This design comes from an exercise in tuning for small area and a short achievable clock period on the open sky130 flow, not from production work. Only simulation tests tie the RTL to the original design; equivalence was not proved.

==> run M <==
Design vps_engine, start of the top module:
module vps_engine (
    input  wire        clk,
    input  wire        rst,         
    input  wire        fwd_en,
    input  wire        flush_en,
    input  wire        stall_en,
    output wire [11:0] imem_addr,
    input  wire [17:0] imem_data,
    output wire        rf_we,
    output wire [3:0]  rf_waddr,
    output wire [7:0]  rf_wdata,
    output wire        dm_we,
    output wire [7:0]  dm_addr,
    output wire [7:0]  dm_wdata,
    output wire        flag_z,
    output wire        flag_c,
    output wire        fault
);
    reg [11:0] f_pc;
    reg [17:0] d_ir;
    reg [11:0] d_tgt;      
    reg [17:0] e_ir;
    reg [11:0] e_tgt;
    reg [7:0]  m_res;
    reg        m_z, m_c;
    reg [3:0]  m_rd;
    reg        m_rwe;
    reg        m_ld;       
    reg [8*16-1:0]  regs;
    reg [8*256-1:0] dmem;
    wire [5:0]  opc  = e_ir[17:12];
    wire [3:0]  e_ra = e_ir[11:8];
    wire [3:0]  e_rb = e_ir[7:4];
    wire [7:0]  imm  = e_ir[7:0];
    wire [11:0] a12  = e_ir[11:0];
    wire stall = stall_en & m_ld;
    wire op_mov = (opc == 6'd1)  | (opc == 6'd2);
    wire op_add = (opc == 6'd3)  | (opc == 6'd4);
    wire op_sub = (opc == 6'd5)  | (opc == 6'd6);
    wire op_and = (opc == 6'd7)  | (opc == 6'd8);
    wire op_or  = (opc == 6'd9)  | (opc == 6'd10);
    wire op_xor = (opc == 6'd11) | (opc == 6'd12);
    wire op_shl = (opc == 6'd13) | (opc == 6'd14);
    wire op_sar = (opc == 6'd15) | (opc == 6'd16);
    wire op_ld  = (opc == 6'd17) | (opc == 6'd18);
    wire op_st  = (opc == 6'd19) | (opc == 6'd20);
    wire op_rwe = (opc != 6'd0) & (opc <= 6'd18);
    wire op_fwe = (opc >= 6'd3) & (opc <= 6'd12);
    wire b_imm  = ~opc[0];
    wire op_br  = (opc >= 6'd21) & (opc <= 6'd26);
    wire br_rel = (opc >= 6'd24);
    wire cond_z  = (opc == 6'd22) | (opc == 6'd25);
    wire cond_nz = (opc == 6'd23) | (opc == 6'd26);
    assign fault = (opc >= 6'd27);
    wire [7:0] ra_val = regs[8*e_ra +: 8];
    wire [7:0] rb_val = regs[8*e_rb +: 8];
    wire       m_fwd  = fwd_en & m_rwe & ~m_ld;
  ...
make LEC_CHECK=0 CAP_MARGIN=20 CORE_MARGIN=2 CORE_UTILIZATION=40 SETUP_SLACK_MARGIN=4.0 SLEW_MARGIN=20 SYNTH_HIERARCHICAL=1 finish   # period 9.0 ns
run.sh (not shown) runs the stock make flow with config.mk's settings and CLKGATE_MAP_FILE= SYNTH_SCRIPT=/design/flow/synth_recipe.tcl, a recipe that flattens the netlist after the stock synthesis.
==> inputs of run Y, as changes to run M <==
--- a/flow/design.v
+++ b/flow/design.v
@@ -7,10 +7,17 @@
 module vps_hold (
     input  wire s, sn, d, q,
     output wire y
 );
     assign y = (s & d) | (sn & q);
+endmodule
+module vps_fwdmux (
+    input  wire       f, h,
+    input  wire [7:0] a, b,
+    output wire [7:0] y
+);
+    assign y = (f & h) ? a : b;
 endmodule
 module vps_engine (
     input  wire        clk,
     input  wire        rst,         
     input  wire        fwd_en,
@@ -28,27 +35,29 @@
     output wire        flag_c,
     output wire        fault
 );
     reg [11:0] f_pc;
     reg [17:0] d_ir;
-    reg [11:0] d_tgt;      
-    reg [17:0] e_ir;
-    reg [11:0] e_tgt;
-    reg [7:0]  m_res;
+    reg [11:0] d_rel;      
+    reg [5:0]  e_opc;
+    reg [3:0]  e_ra;
+    reg [3:0]  e_rb;
+    reg [11:0] e_tgt;      
+    reg [7:0]  e_opa;      
+    reg [7:0]  e_opb;      
+    reg        e_hita;     
+    reg        e_hitb;     
+    reg [7:0]  m_res;      
     reg        m_z, m_c;
     reg [3:0]  m_rd;
     reg        m_rwe;
-    reg        m_ld;       
+    reg        m_ld;
     reg [8*16-1:0]  regs;
     reg [8*256-1:0] dmem;
-    wire [5:0]  opc  = e_ir[17:12];
-    wire [3:0]  e_ra = e_ir[11:8];
-    wire [3:0]  e_rb = e_ir[7:4];
-    wire [7:0]  imm  = e_ir[7:0];
-    wire [11:0] a12  = e_ir[11:0];
+    genvar k;
+    wire [5:0] opc = e_opc;
     wire stall = stall_en & m_ld;
-    wire op_mov = (opc == 6'd1)  | (opc == 6'd2);
     wire op_add = (opc == 6'd3)  | (opc == 6'd4);
     wire op_sub = (opc == 6'd5)  | (opc == 6'd6);
     wire op_and = (opc == 6'd7)  | (opc == 6'd8);
     wire op_or  = (opc == 6'd9)  | (opc == 6'd10);
     wire op_xor = (opc == 6'd11) | (opc == 6'd12);
@@ -56,21 +65,16 @@
     wire op_sar = (opc == 6'd15) | (opc == 6'd16);
     wire op_ld  = (opc == 6'd17) | (opc == 6'd18);
     wire op_st  = (opc == 6'd19) | (opc == 6'd20);
     wire op_rwe = (opc != 6'd0) & (opc <= 6'd18);
     wire op_fwe = (opc >= 6'd3) & (opc <= 6'd12);
-    wire b_imm  = ~opc[0];
     wire op_br  = (opc >= 6'd21) & (opc <= 6'd26);
-    wire br_rel = (opc >= 6'd24);
     wire cond_z  = (opc == 6'd22) | (opc == 6'd25);
     wire cond_nz = (opc == 6'd23) | (opc == 6'd26);
     assign fault = (opc >= 6'd27);
-    wire [7:0] ra_val = regs[8*e_ra +: 8];
-    wire [7:0] rb_val = regs[8*e_rb +: 8];
-    wire       m_fwd  = fwd_en & m_rwe & ~m_ld;
-    wire [7:0] e_a = (m_fwd && m_rd == e_ra) ? m_res : ra_val;
-    wire [7:0] e_b = b_imm ? imm : ((m_fwd && m_rd == e_rb) ? m_res : rb_val);
+    wire [7:0] e_a = (fwd_en & e_hita) ? m_res : e_opa;
+    wire [7:0] e_b = (fwd_en & e_hitb) ? m_res : e_opb;
     wire [8:0] sum  = {1'b0, e_a} + {1'b0, e_b};
     wire [8:0] diff = {1'b0, e_a} - {1'b0, e_b};
     wire       big  = |e_b[7:3];
     wire [7:0] shl_res = big ? 8'd0 : (e_a << e_b[2:0]);
     wire signed [7:0] a_s = e_a;
@@ -89,16 +93,14 @@
             default: e_res = e_b;    
         endcase
     end
     wire e_c = op_add ? sum[8] : (op_sub ? diff[8] : 1'b0);
     wire e_z = (e_res == 8'd0);
-    wire [11:0] tgt = br_rel ? e_tgt : a12;
     wire taken = ~stall & op_br & ~(cond_z & ~m_z) & ~(cond_nz & m_z);
     wire flush = taken & flush_en;
     wire [255:0] dsel;
     wire [7:0]   e_rdata;
-    genvar k;
     generate
         for (k = 0; k < 256; k = k + 1) begin : g_dsel
             assign dsel[k] = (e_b == k);
         end
         for (k = 0; k < 8; k = k + 1) begin : g_rd
@@ -114,21 +116,20 @@
             end
             assign y[85] = ~(dsel[255] & dmem[8*255 + k]);
             assign e_rdata[k] = ~&y;
         end
     endgenerate
-    wire [7:0] m_wval = m_res;
     assign imem_addr = f_pc;
     assign rf_we     = m_rwe;
     assign rf_waddr  = m_rd;
-    assign rf_wdata  = m_wval;
+    assign rf_wdata  = m_res;
     assign dm_we     = ~stall & op_st;
-    assign dm_addr   = e_b;
-    assign dm_wdata  = e_a;
+    vps_fwdmux u_oa (.f(fwd_en), .h(e_hitb), .a(m_res), .b(e_opb), .y(dm_addr));
+    vps_fwdmux u_ob (.f(fwd_en), .h(e_hita), .a(m_res), .b(e_opa), .y(dm_wdata));
     assign flag_z    = m_z;
     assign flag_c    = m_c;
-    wire [7:0] rf_d = rst ? 8'd0 : m_wval;
+    wire [7:0] rf_d = rst ? 8'd0 : m_res;
     wire [7:0] dm_d = rst ? 8'd0 : e_a;
     generate
         for (k = 0; k < 16; k = k + 1) begin : g_reg
             wire we  = rst | (m_rwe & (m_rd == k));
             wire wen = ~we;
@@ -150,15 +151,25 @@
             end
             always @(posedge clk)
                 dmem[8*k +: 8] <= nxt;
         end
     endgenerate
+    wire [5:0] d_opc = d_ir[17:12];
+    wire [3:0] d_ra  = d_ir[11:8];
+    wire [3:0] d_rb  = d_ir[7:4];
+    wire       d_bimm = ~d_opc[0];
+    wire [7:0] rf_ra = (m_rwe & (m_rd == d_ra)) ? m_res : regs[8*d_ra +: 8];
+    wire [7:0] rf_rb = (m_rwe & (m_rd == d_rb)) ? m_res : regs[8*d_rb +: 8];
+    wire [7:0] hold_a = (m_rwe & (m_rd == e_ra)) ? m_res : e_opa;
+    wire [7:0] hold_b = (m_rwe & (m_rd == e_rb) & opc[0]) ? m_res : e_opb;
+    wire e_wr = op_rwe & ~op_ld;
     always @(posedge clk) begin
         if (rst) begin
             f_pc <= 12'd0;
-            d_ir <= 18'd0; d_tgt <= 12'd0;
-            e_ir <= 18'd0; e_tgt <= 12'd0;
+            d_ir <= 18'd0; d_rel <= 12'd0;
+            e_opc <= 6'd0; e_ra <= 4'd0; e_rb <= 4'd0; e_tgt <= 12'd0;
+            e_opa <= 8'd0; e_opb <= 8'd0; e_hita <= 1'b0; e_hitb <= 1'b0;
             m_res <= 8'd0; m_z <= 1'b0; m_c <= 1'b0; m_rd <= 4'd0;
             m_rwe <= 1'b0; m_ld <= 1'b0;
         end else begin
             m_res <= op_ld ? e_rdata : e_res;
             m_rd  <= e_ra;
@@ -166,20 +177,31 @@
             m_ld  <= ~stall & op_ld;
             if (~stall & op_fwe) begin
                 m_z <= e_z;
                 m_c <= e_c;
             end
-            if (~stall) begin
+            if (stall) begin
+                e_opa  <= hold_a;
+                e_opb  <= hold_b;
+                e_hita <= 1'b0;
+                e_hitb <= 1'b0;
+            end else begin
+                e_opa  <= rf_ra;
+                e_opb  <= d_bimm ? d_ir[7:0] : rf_rb;
+                e_hita <= e_wr & (e_ra == d_ra);
+                e_hitb <= e_wr & (e_ra == d_rb) & ~d_bimm;
                 if (flush) begin
-                    e_ir <= 18'd0;
-                    d_ir <= 18'd0;
+                    e_opc <= 6'd0;
+                    d_ir  <= 18'd0;
                 end else begin
-                    e_ir <= d_ir;
-                    d_ir <= imem_data;
+                    e_opc <= d_opc;
+                    d_ir  <= imem_data;
                 end
-                e_tgt <= d_tgt;
-                d_tgt <= f_pc + imem_data[11:0];
-                f_pc  <= taken ? tgt : (f_pc + 12'd1);
+                e_ra  <= d_ra;
+                e_rb  <= d_rb;
+                e_tgt <= (d_opc >= 6'd24) ? d_rel : d_ir[11:0];
+                d_rel <= f_pc + imem_data[11:0];
+                f_pc  <= taken ? e_tgt : (f_pc + 12'd1);
             end
         end
     end
 endmodule
--- a/flow/config.mk
+++ b/flow/config.mk
@@ -6,8 +6,12 @@
 export NUM_CORES = 4
 export LEC_CHECK = 0
 export CAP_MARGIN = 20
 export CORE_MARGIN = 2
 export CORE_UTILIZATION = 40
-export SETUP_SLACK_MARGIN = 4.0
+export CTS_BUF_LIST = sky130_fd_sc_hd__clkbuf_16
+export CTS_CLUSTER_DIAMETER = 100
+export CTS_CLUSTER_SIZE = 25
+export SETUP_SLACK_MARGIN = 4.8
 export SLEW_MARGIN = 20
 export SYNTH_HIERARCHICAL = 1
+export TNS_END_PERCENT = 5
==> inputs of run K, as changes to run M <==
--- a/flow/design.v
+++ b/flow/design.v
@@ -1,16 +1,10 @@
 module vps_aoi222 (
     input  wire a1, a2, b1, b2, c1, c2,
     output wire y
 );
     assign y = ~((a1 & a2) | (b1 & b2) | (c1 & c2));
-endmodule
-module vps_hold (
-    input  wire s, sn, d, q,
-    output wire y
-);
-    assign y = (s & d) | (sn & q);
 endmodule
 module vps_engine (
     input  wire        clk,
     input  wire        rst,         
     input  wire        fwd_en,
@@ -128,30 +122,18 @@
     assign flag_c    = m_c;
     wire [7:0] rf_d = rst ? 8'd0 : m_wval;
     wire [7:0] dm_d = rst ? 8'd0 : e_a;
     generate
         for (k = 0; k < 16; k = k + 1) begin : g_reg
-            wire we  = rst | (m_rwe & (m_rd == k));
-            wire wen = ~we;
-            wire [7:0] nxt;
-            genvar b;
-            for (b = 0; b < 8; b = b + 1) begin : g_b
-                vps_hold u_h (.s(we), .sn(wen), .d(rf_d[b]), .q(regs[8*k + b]), .y(nxt[b]));
-            end
             always @(posedge clk)
-                regs[8*k +: 8] <= nxt;
+                if (rst | (m_rwe & (m_rd == k)))
+                    regs[8*k +: 8] <= rf_d;
         end
         for (k = 0; k < 256; k = k + 1) begin : g_dmem
-            wire we  = rst | (dm_we & dsel[k]);
-            wire wen = ~we;
-            wire [7:0] nxt;
-            genvar b;
-            for (b = 0; b < 8; b = b + 1) begin : g_b
-                vps_hold u_h (.s(we), .sn(wen), .d(dm_d[b]), .q(dmem[8*k + b]), .y(nxt[b]));
-            end
             always @(posedge clk)
-                dmem[8*k +: 8] <= nxt;
+                if (rst | (dm_we & dsel[k]))
+                    dmem[8*k +: 8] <= dm_d;
         end
     endgenerate
     always @(posedge clk) begin
         if (rst) begin
             f_pc <= 12'd0;
--- a/flow/config.mk
+++ b/flow/config.mk
@@ -6,8 +6,7 @@
 export NUM_CORES = 4
 export LEC_CHECK = 0
 export CAP_MARGIN = 20
 export CORE_MARGIN = 2
 export CORE_UTILIZATION = 40
-export SETUP_SLACK_MARGIN = 4.0
 export SLEW_MARGIN = 20
 export SYNTH_HIERARCHICAL = 1
==> comparison <==
Run K went through all stages and came out clean. Run Y passed the timing, design-rule and antenna checks. Run M went through all stages and came out clean. In run K the die area is larger than in run M, by about 2.3%. Critical path depth: run M > run K > run Y. The lowest synthesized cell count belongs to run K, the highest to run Y. Against run M, the core utilization of run Y is lower by 3.1 points. The lowest via count belongs to run K, the highest to run Y.

* * *

==> v23: inputs <==
==> flow/design.v <==
module vps_aoi222 (
    input  wire a1, a2, b1, b2, c1, c2,
    output wire y
);
    assign y = ~((a1 & a2) | (b1 & b2) | (c1 & c2));
endmodule
module vps_hold (
    input  wire s, sn, d, q,
    output wire y
);
    assign y = (s & d) | (sn & q);
endmodule
module vps_engine (
    input  wire        clk,
    input  wire        rst,         
    input  wire        fwd_en,
    input  wire        flush_en,
    input  wire        stall_en,
    output wire [11:0] imem_addr,
    input  wire [17:0] imem_data,
    output wire        rf_we,
    output wire [3:0]  rf_waddr,
    output wire [7:0]  rf_wdata,
    output wire        dm_we,
    output wire [7:0]  dm_addr,
    output wire [7:0]  dm_wdata,
    output wire        flag_z,
    output wire        flag_c,
    output wire        fault
);
    reg [11:0] f_pc;
    reg [17:0] d_ir;
    reg [11:0] d_rel;      
    reg [5:0]  e_opc;
    reg [3:0]  e_ra;
    reg [3:0]  e_rb;
    reg [11:0] e_tgt;      
    reg [7:0]  e_opa;      
    reg [7:0]  e_opb;      
    reg        e_hita;     
    reg        e_hitb;     
    reg [7:0]  m_res;      
    reg        m_z, m_c;
    reg [3:0]  m_rd;
    reg        m_rwe;
    reg        m_ld;
    reg [8*16-1:0]  regs;
    reg [8*256-1:0] dmem;
    genvar k;
    wire [5:0] opc = e_opc;
    wire stall = stall_en & m_ld;
    wire op_add = (opc == 6'd3)  | (opc == 6'd4);
    wire op_sub = (opc == 6'd5)  | (opc == 6'd6);
    wire op_and = (opc == 6'd7)  | (opc == 6'd8);
    wire op_or  = (opc == 6'd9)  | (opc == 6'd10);
    wire op_xor = (opc == 6'd11) | (opc == 6'd12);
    wire op_shl = (opc == 6'd13) | (opc == 6'd14);
    wire op_sar = (opc == 6'd15) | (opc == 6'd16);
    wire op_ld  = (opc == 6'd17) | (opc == 6'd18);
    wire op_st  = (opc == 6'd19) | (opc == 6'd20);
    wire op_rwe = (opc != 6'd0) & (opc <= 6'd18);
    wire op_fwe = (opc >= 6'd3) & (opc <= 6'd12);
    wire op_br  = (opc >= 6'd21) & (opc <= 6'd26);
    wire cond_z  = (opc == 6'd22) | (opc == 6'd25);
    wire cond_nz = (opc == 6'd23) | (opc == 6'd26);
    assign fault = (opc >= 6'd27);
    wire [7:0] e_a = (fwd_en & e_hita) ? m_res : e_opa;
    wire [7:0] e_b = (fwd_en & e_hitb) ? m_res : e_opb;
    wire [8:0] sum  = {1'b0, e_a} + {1'b0, e_b};
    wire [8:0] diff = {1'b0, e_a} - {1'b0, e_b};
    wire       big  = |e_b[7:3];
    wire [7:0] shl_res = big ? 8'd0 : (e_a << e_b[2:0]);
    wire signed [7:0] a_s = e_a;
    wire [7:0] sar_sh  = a_s >>> e_b[2:0];
    wire [7:0] sar_res = big ? {8{e_a[7]}} : sar_sh;
    reg [7:0] e_res;
    always @(*) begin
        case (1'b1)
            op_add: e_res = sum[7:0];
            op_sub: e_res = diff[7:0];
            op_and: e_res = e_a & e_b;
            op_or:  e_res = e_a | e_b;
            op_xor: e_res = e_a ^ e_b;
            op_shl: e_res = shl_res;
            op_sar: e_res = sar_res;
            default: e_res = e_b;    
        endcase
    end
    wire e_c = op_add ? sum[8] : (op_sub ? diff[8] : 1'b0);
    wire e_z = (e_res == 8'd0);
    wire taken = ~stall & op_br & ~(cond_z & ~m_z) & ~(cond_nz & m_z);
    wire flush = taken & flush_en;
    wire [255:0] dsel;
    wire [7:0]   e_rdata;
    generate
        for (k = 0; k < 256; k = k + 1) begin : g_dsel
            assign dsel[k] = (e_b == k);
        end
        for (k = 0; k < 8; k = k + 1) begin : g_rd
            wire [85:0] y;
            genvar j;
            for (j = 0; j < 85; j = j + 1) begin : g_w
                vps_aoi222 u_aoi (
                    .a1(dsel[3*j]),   .a2(dmem[8*(3*j) + k]),
                    .b1(dsel[3*j+1]), .b2(dmem[8*(3*j+1) + k]),
                    .c1(dsel[3*j+2]), .c2(dmem[8*(3*j+2) + k]),
                    .y(y[j])
                );
            end
            assign y[85] = ~(dsel[255] & dmem[8*255 + k]);
            assign e_rdata[k] = ~&y;
        end
    endgenerate
    assign imem_addr = f_pc;
    assign rf_we     = m_rwe;
    assign rf_waddr  = m_rd;
    assign rf_wdata  = m_res;
    assign dm_we     = ~stall & op_st;
    assign dm_addr   = e_b;
    assign dm_wdata  = e_a;
    assign flag_z    = m_z;
    assign flag_c    = m_c;
    wire [7:0] rf_d = rst ? 8'd0 : m_res;
    wire [7:0] dm_d = rst ? 8'd0 : e_a;
    generate
        for (k = 0; k < 16; k = k + 1) begin : g_reg
            wire we  = rst | (m_rwe & (m_rd == k));
            wire wen = ~we;
            wire [7:0] nxt;
            genvar b;
            for (b = 0; b < 8; b = b + 1) begin : g_b
                vps_hold u_h (.s(we), .sn(wen), .d(rf_d[b]), .q(regs[8*k + b]), .y(nxt[b]));
            end
            always @(posedge clk)
                regs[8*k +: 8] <= nxt;
        end
        for (k = 0; k < 256; k = k + 1) begin : g_dmem
            wire we  = rst | (dm_we & dsel[k]);
            wire wen = ~we;
            wire [7:0] nxt;
            genvar b;
            for (b = 0; b < 8; b = b + 1) begin : g_b
                vps_hold u_h (.s(we), .sn(wen), .d(dm_d[b]), .q(dmem[8*k + b]), .y(nxt[b]));
            end
            always @(posedge clk)
                dmem[8*k +: 8] <= nxt;
        end
    endgenerate
    wire [5:0] d_opc = d_ir[17:12];
    wire [3:0] d_ra  = d_ir[11:8];
    wire [3:0] d_rb  = d_ir[7:4];
    wire       d_bimm = ~d_opc[0];
    wire [7:0] rf_ra = (m_rwe & (m_rd == d_ra)) ? m_res : regs[8*d_ra +: 8];
    wire [7:0] rf_rb = (m_rwe & (m_rd == d_rb)) ? m_res : regs[8*d_rb +: 8];
    wire [7:0] hold_a = (m_rwe & (m_rd == e_ra)) ? m_res : e_opa;
    wire [7:0] hold_b = (m_rwe & (m_rd == e_rb) & opc[0]) ? m_res : e_opb;
    wire e_wr = op_rwe & ~op_ld;
    always @(posedge clk) begin
        if (rst) begin
            f_pc <= 12'd0;
            d_ir <= 18'd0; d_rel <= 12'd0;
            e_opc <= 6'd0; e_ra <= 4'd0; e_rb <= 4'd0; e_tgt <= 12'd0;
            e_opa <= 8'd0; e_opb <= 8'd0; e_hita <= 1'b0; e_hitb <= 1'b0;
            m_res <= 8'd0; m_z <= 1'b0; m_c <= 1'b0; m_rd <= 4'd0;
            m_rwe <= 1'b0; m_ld <= 1'b0;
        end else begin
            m_res <= op_ld ? e_rdata : e_res;
            m_rd  <= e_ra;
            m_rwe <= ~stall & op_rwe;
            m_ld  <= ~stall & op_ld;
            if (~stall & op_fwe) begin
                m_z <= e_z;
                m_c <= e_c;
            end
            if (stall) begin
                e_opa  <= hold_a;
                e_opb  <= hold_b;
                e_hita <= 1'b0;
                e_hitb <= 1'b0;
            end else begin
                e_opa  <= rf_ra;
                e_opb  <= d_bimm ? d_ir[7:0] : rf_rb;
                e_hita <= e_wr & (e_ra == d_ra);
                e_hitb <= e_wr & (e_ra == d_rb) & ~d_bimm;
                if (flush) begin
                    e_opc <= 6'd0;
                    d_ir  <= 18'd0;
                end else begin
                    e_opc <= d_opc;
                    d_ir  <= imem_data;
                end
                e_ra  <= d_ra;
                e_rb  <= d_rb;
                e_tgt <= (d_opc >= 6'd24) ? d_rel : d_ir[11:0];
                d_rel <= f_pc + imem_data[11:0];
                f_pc  <= taken ? e_tgt : (f_pc + 12'd1);
            end
        end
    end
endmodule
==> flow/run.sh <==
#!/bin/bash
# synth_recipe.tcl (not shown) runs the flow's synth.tcl, then flattens the netlist and writes it again
# the make line also repeats each setting of config.mk as NAME=value (left out here)
make -C /OpenROAD-flow-scripts/flow DESIGN_CONFIG=/design/flow/config.mk WORK_HOME=/design/flow/orfs CLKGATE_MAP_FILE= SYNTH_SCRIPT=/design/flow/synth_recipe.tcl finish
==> flow/config.mk <==
export PLATFORM = sky130hd
export DESIGN_NAME = vps_engine
export DESIGN_NICKNAME = vps_engine
export VERILOG_FILES = /design/flow/design.v
export SDC_FILE = /design/flow/constraint.sdc
export NUM_CORES = 4
export LEC_CHECK = 0
export CAP_MARGIN = 20
export CORE_MARGIN = 2
export CORE_UTILIZATION = 40
export SETUP_SLACK_MARGIN = 4.5
export SLEW_MARGIN = 20
export SYNTH_HIERARCHICAL = 1
==> flow/constraint.sdc <==
create_clock -name core_clock -period 9.0 [get_ports {clk}]
set_input_delay 1.8000 -clock core_clock [delete_from_list [all_inputs] [get_ports {clk}]]
set_output_delay 1.8000 -clock core_clock [all_outputs]
set_load 0.01 [all_outputs]
==> v3: changes against v23 <==
--- a/flow/design.v
+++ b/flow/design.v
@@ -9,6 +9,51 @@
     output wire y
 );
     assign y = (s & d) | (sn & q);
+endmodule
+module vps_mux8 (
+    input  wire       s,
+    input  wire [7:0] a, b,
+    output wire [7:0] y
+);
+    assign y = s ? a : b;
+endmodule
+module vps_dec4n (
+    input  wire [3:0]  a,
+    output wire [15:0] y
+);
+    genvar i;
+    generate
+        for (i = 0; i < 16; i = i + 1) begin : g
+            assign y[i] = ~(a == i);
+        end
+    endgenerate
+endmodule
+module vps_sel16 (
+    input  wire        s,
+    input  wire [15:0] a, b,
+    output wire [15:0] y
+);
+    assign y = s ? a : b;
+endmodule
+module vps_wval (
+    input  wire       ld, byp,
+    input  wire [7:0] p0, p1, wd, r,
+    output wire [7:0] y
+);
+    assign y = ld ? (byp ? wd : (p0 | p1)) : r;
+endmodule
+module vps_wen (
+    input  wire lo, hi, lo_n, hi_n,
+    output wire we, wen
+);
+    assign we  = ~(lo_n | hi_n);
+    assign wen = ~(lo & hi);
+endmodule
+module vps_dmwe (
+    input  wire st, stall_en, m_ld,
+    output wire y
+);
+    assign y = st & ~(stall_en & m_ld);
 endmodule
 module vps_engine (
     input  wire        clk,
@@ -39,7 +84,14 @@
     reg [7:0]  e_opb;      
     reg        e_hita;     
     reg        e_hitb;     
+    reg        e_fault;    
     reg [7:0]  m_res;      
+    reg [7:0]  m_rd0;      
+    reg [7:0]  m_rd1;
+    reg        m_byp;      
+    reg        w_val;      
+    reg [7:0]  w_addr;
+    reg [7:0]  w_data;
     reg        m_z, m_c;
     reg [3:0]  m_rd;
     reg        m_rwe;
@@ -63,7 +115,7 @@
     wire op_br  = (opc >= 6'd21) & (opc <= 6'd26);
     wire cond_z  = (opc == 6'd22) | (opc == 6'd25);
     wire cond_nz = (opc == 6'd23) | (opc == 6'd26);
-    assign fault = (opc >= 6'd27);
+    assign fault = e_fault;
     wire [7:0] e_a = (fwd_en & e_hita) ? m_res : e_opa;
     wire [7:0] e_b = (fwd_en & e_hitb) ? m_res : e_opb;
     wire [8:0] sum  = {1'b0, e_a} + {1'b0, e_b};
@@ -87,14 +139,27 @@
         endcase
     end
     wire e_c = op_add ? sum[8] : (op_sub ? diff[8] : 1'b0);
-    wire e_z = (e_res == 8'd0);
+    wire [7:0] axb = e_a ^ e_b;
+    wire z_add = (axb == {e_a[6:0] | e_b[6:0], 1'b0});
+    wire z_eq  = (axb == 8'd0);
+    wire z_and = ((e_a & e_b) == 8'd0);
+    wire z_or  = ((e_a | e_b) == 8'd0);
+    wire e_z = op_add ? z_add : (op_and ? z_and : (op_or ? z_or : z_eq));
     wire taken = ~stall & op_br & ~(cond_z & ~m_z) & ~(cond_nz & m_z);
     wire flush = taken & flush_en;
     wire [255:0] dsel;
-    wire [7:0]   e_rdata;
-    generate
+    wire [7:0]   e_rd0, e_rd1;    
+    generate
+        wire [15:0] lo_f, lo_n, hi_f, hi_n, lo, hi;    
+        wire [7:0]  bf = e_hitb ? m_res : e_opb;       
+        vps_dec4n u_dlf (.a(bf[3:0]), .y(lo_f));
+        vps_dec4n u_dln (.a(e_opb[3:0]), .y(lo_n));
+        vps_dec4n u_dhf (.a(bf[7:4]), .y(hi_f));
+        vps_dec4n u_dhn (.a(e_opb[7:4]), .y(hi_n));
+        vps_sel16 u_slo (.s(fwd_en), .a(lo_f), .b(lo_n), .y(lo));
+        vps_sel16 u_shi (.s(fwd_en), .a(hi_f), .b(hi_n), .y(hi));
         for (k = 0; k < 256; k = k + 1) begin : g_dsel
-            assign dsel[k] = (e_b == k);
+            assign dsel[k] = ~(lo[k % 16] | hi[k / 16]);
         end
         for (k = 0; k < 8; k = k + 1) begin : g_rd
             wire [85:0] y;
@@ -108,20 +173,34 @@
                 );
             end
             assign y[85] = ~(dsel[255] & dmem[8*255 + k]);
-            assign e_rdata[k] = ~&y;
+            assign e_rd0[k] = ~&y[42:0];
+            assign e_rd1[k] = ~&y[85:43];
         end
     endgenerate
     assign imem_addr = f_pc;
     assign rf_we     = m_rwe;
     assign rf_waddr  = m_rd;
-    assign rf_wdata  = m_res;
-    assign dm_we     = ~stall & op_st;
-    assign dm_addr   = e_b;
-    assign dm_wdata  = e_a;
+    vps_wval u_ow (.ld(m_ld), .byp(m_byp), .p0(m_rd0), .p1(m_rd1), .wd(w_data), .r(m_res), .y(rf_wdata));
+    vps_dmwe u_owe (.st(op_st), .stall_en(stall_en), .m_ld(m_ld), .y(dm_we));
+    wire [7:0] oa_f, ob_f;
+    vps_mux8 u_oa1 (.s(e_hitb), .a(m_res), .b(e_opb), .y(oa_f));
+    vps_mux8 u_oa2 (.s(fwd_en), .a(oa_f),  .b(e_opb), .y(dm_addr));
+    vps_mux8 u_ob1 (.s(e_hita), .a(m_res), .b(e_opa), .y(ob_f));
+    vps_mux8 u_ob2 (.s(fwd_en), .a(ob_f),  .b(e_opa), .y(dm_wdata));
     assign flag_z    = m_z;
     assign flag_c    = m_c;
-    wire [7:0] rf_d = rst ? 8'd0 : m_res;
-    wire [7:0] dm_d = rst ? 8'd0 : e_a;
+    wire [7:0] m_wval;
+    vps_wval u_w (.ld(m_ld), .byp(m_byp), .p0(m_rd0), .p1(m_rd1), .wd(w_data), .r(m_res), .y(m_wval));
+    wire       e_we = ~stall & op_st;
+    wire [7:0] rf_d = rst ? 8'd0 : m_wval;
+    wire [7:0] dm_d = rst ? 8'd0 : w_data;
+    wire [15:0] wlo, whi;
+    generate
+        for (k = 0; k < 16; k = k + 1) begin : g_wpre
+            assign wlo[k] = rst | (w_val & (w_addr[3:0] == k));
+            assign whi[k] = rst | (w_addr[7:4] == k);
+        end
+    endgenerate
     generate
         for (k = 0; k < 16; k = k + 1) begin : g_reg
             wire we  = rst | (m_rwe & (m_rd == k));
@@ -135,8 +214,10 @@
                 regs[8*k +: 8] <= nxt;
         end
         for (k = 0; k < 256; k = k + 1) begin : g_dmem
-            wire we  = rst | (dm_we & dsel[k]);
-            wire wen = ~we;
+            wire we, wen;
+            vps_wen u_we (.lo(wlo[k % 16]), .hi(whi[k / 16]),
+                          .lo_n(~wlo[k % 16]), .hi_n(~whi[k / 16]),
+                          .we(we), .wen(wen));
             wire [7:0] nxt;
             genvar b;
             for (b = 0; b < 8; b = b + 1) begin : g_b
@@ -150,21 +231,60 @@
     wire [3:0] d_ra  = d_ir[11:8];
     wire [3:0] d_rb  = d_ir[7:4];
     wire       d_bimm = ~d_opc[0];
-    wire [7:0] rf_ra = (m_rwe & (m_rd == d_ra)) ? m_res : regs[8*d_ra +: 8];
-    wire [7:0] rf_rb = (m_rwe & (m_rd == d_rb)) ? m_res : regs[8*d_rb +: 8];
-    wire [7:0] hold_a = (m_rwe & (m_rd == e_ra)) ? m_res : e_opa;
-    wire [7:0] hold_b = (m_rwe & (m_rd == e_rb) & opc[0]) ? m_res : e_opb;
+    wire [15:0] rsa, rsb;
+    wire [7:0]  rda, rdb;
+    generate
+        for (k = 0; k < 16; k = k + 1) begin : g_rsel
+            assign rsa[k] = (d_ra == k);
+            assign rsb[k] = (d_rb == k);
+        end
+        for (k = 0; k < 8; k = k + 1) begin : g_rrd
+            wire [5:0] ya, yb;
+            genvar j;
+            for (j = 0; j < 5; j = j + 1) begin : g_w
+                vps_aoi222 u_a (
+                    .a1(rsa[3*j]),   .a2(regs[8*(3*j) + k]),
+                    .b1(rsa[3*j+1]), .b2(regs[8*(3*j+1) + k]),
+                    .c1(rsa[3*j+2]), .c2(regs[8*(3*j+2) + k]),
+                    .y(ya[j])
+                );
+                vps_aoi222 u_b (
+                    .a1(rsb[3*j]),   .a2(regs[8*(3*j) + k]),
+                    .b1(rsb[3*j+1]), .b2(regs[8*(3*j+1) + k]),
+                    .c1(rsb[3*j+2]), .c2(regs[8*(3*j+2) + k]),
+                    .y(yb[j])
+                );
+            end
+            assign ya[5] = ~(rsa[15] & regs[8*15 + k]);
+            assign yb[5] = ~(rsb[15] & regs[8*15 + k]);
+            assign rda[k] = ~&ya;
+            assign rdb[k] = ~&yb;
+        end
+    endgenerate
+    wire [7:0] rf_ra = (m_rwe & (m_rd == d_ra)) ? m_wval : rda;
+    wire [7:0] rf_rb = (m_rwe & (m_rd == d_rb)) ? m_wval : rdb;
+    wire [7:0] hold_a = (m_rwe & (m_rd == e_ra)) ? m_wval : e_opa;
+    wire [7:0] hold_b = (m_rwe & (m_rd == e_rb) & opc[0]) ? m_wval : e_opb;
     wire e_wr = op_rwe & ~op_ld;
     always @(posedge clk) begin
         if (rst) begin
             f_pc <= 12'd0;
             d_ir <= 18'd0; d_rel <= 12'd0;
             e_opc <= 6'd0; e_ra <= 4'd0; e_rb <= 4'd0; e_tgt <= 12'd0;
-            e_opa <= 8'd0; e_opb <= 8'd0; e_hita <= 1'b0; e_hitb <= 1'b0;
-            m_res <= 8'd0; m_z <= 1'b0; m_c <= 1'b0; m_rd <= 4'd0;
+            e_opa <= 8'd0; e_opb <= 8'd0; e_hita <= 1'b0; e_hitb <= 1'b0; e_fault <= 1'b0;
+            m_res <= 8'd0; m_rd0 <= 8'd0; m_rd1 <= 8'd0; m_byp <= 1'b0;
+            w_val <= 1'b0; w_addr <= 8'd0; w_data <= 8'd0; m_z <= 1'b0; m_c <= 1'b0; m_rd <= 4'd0;
             m_rwe <= 1'b0; m_ld <= 1'b0;
         end else begin
-            m_res <= op_ld ? e_rdata : e_res;
+            m_res <= e_res;
+            m_rd0 <= e_rd0;
+            m_rd1 <= e_rd1;
+            m_byp <= w_val & (w_addr == e_b);
+            w_val <= e_we;
+            if (e_we) begin
+                w_addr <= e_b;
+                w_data <= e_a;
+            end
             m_rd  <= e_ra;
             m_rwe <= ~stall & op_rwe;
             m_ld  <= ~stall & op_ld;
@@ -184,9 +304,11 @@
                 e_hitb <= e_wr & (e_ra == d_rb) & ~d_bimm;
                 if (flush) begin
                     e_opc <= 6'd0;
+                    e_fault <= 1'b0;
                     d_ir  <= 18'd0;
                 end else begin
                     e_opc <= d_opc;
+                    e_fault <= (d_opc >= 6'd27);
                     d_ir  <= imem_data;
                 end
                 e_ra  <= d_ra;
--- a/flow/config.mk
+++ b/flow/config.mk
@@ -8,6 +8,10 @@
 export CAP_MARGIN = 20
 export CORE_MARGIN = 2
 export CORE_UTILIZATION = 40
-export SETUP_SLACK_MARGIN = 4.5
+export CTS_BUF_LIST = sky130_fd_sc_hd__clkbuf_16
+export CTS_CLUSTER_DIAMETER = 100
+export CTS_CLUSTER_SIZE = 25
+export SETUP_SLACK_MARGIN = 5.0
 export SLEW_MARGIN = 20
 export SYNTH_HIERARCHICAL = 1
+export TNS_END_PERCENT = 20
==> notes.md <==
status complete, no violations; CP max FO 8; Site Rows 170; CTS buffer count 106; met3 Usage GRT 0.0656; bufs w/o clock 200; multi-input combinational cell area 40100 um2; Mapped Avg Cell Area between 10 and 15 um2; share of synthesized area spent on multiplexers 0.0177; final WL 342000 um
(the above is from v3)
==> notes.md <==
status complete, no violations; met3 Usage GRT 0.0590; hold_sp d_rel[5]; bufs w/o clock about 440; clk slew on worst S/H paths 0.06 ns; YS warnings 7; CP max FO 7; syn nets around 7300; Yosys top cell area share 0.536; Critical-path top delay cell a222oi_1; final WL 331000 um; worst r2r dst m_res[3]; pin slew with the least headroom to its limit 1.38 ns; core box area approximately 210000 um2; CTS buffer count 233; multi-input combinational cell area 39100 um2; Site Rows 169; share of synthesized area spent on multiplexers 0.0302; Mapped Avg Cell Area between 10 and 15 um2; Syn Inst Count ~7300
(the above is from v23)

-- static timing again, ports no longer ideal --
No port has a modelled driver above. Below, the same layouts with a new extraction and two added sets of constraints.
Step 1: set_driving_cell puts a clkbuf_16 on clk and a buf_2 on each other input, an assumption about the parent block.
Step 2, shift: input delay + t, output delay - t, t = (earliest + latest rising clock arrival at the registers) / 2. This alone moves slack from input paths to output paths.
Three values: ideal, step 1, step 2; two values: the first two.
| run | t (ns) | setup WS [ns] | hold WS [ns] | slew at the worst register clock pin (ns) | cell pins on the clock port's net |
|---|---|---|---|---|---|
| run M | 0.948 | 3.670 / 3.714 / 2.770 | 0.452 / 0.452 / 0.452 | 0.07 / 0.07 | 1 |
| run Y | 0.879 | 4.341 / 4.163 / 3.284 | 0.457 / 0.457 / 0.457 | 0.11 / 0.11 | 1 |
| run K | 0.942 | 1.514 / 1.577 / 0.635 | 0.452 / 0.452 / 0.452 | 0.07 / 0.07 | 1 |
| v23 | 0.964 | 4.025 / 4.070 / 3.106 | 0.452 / 0.452 / 0.452 | 0.07 / 0.07 | 1 |
| v3 | 0.892 | 4.779 / 4.477 / 3.796 | 0.454 / 0.454 / 0.454 | 0.11 / 0.11 | 1 |
After both steps every run listed still meets setup and hold. For run Y, which loses most, drivers alone change the setup slack by -0.178 ns; drivers and shift together by -1.057 ns.
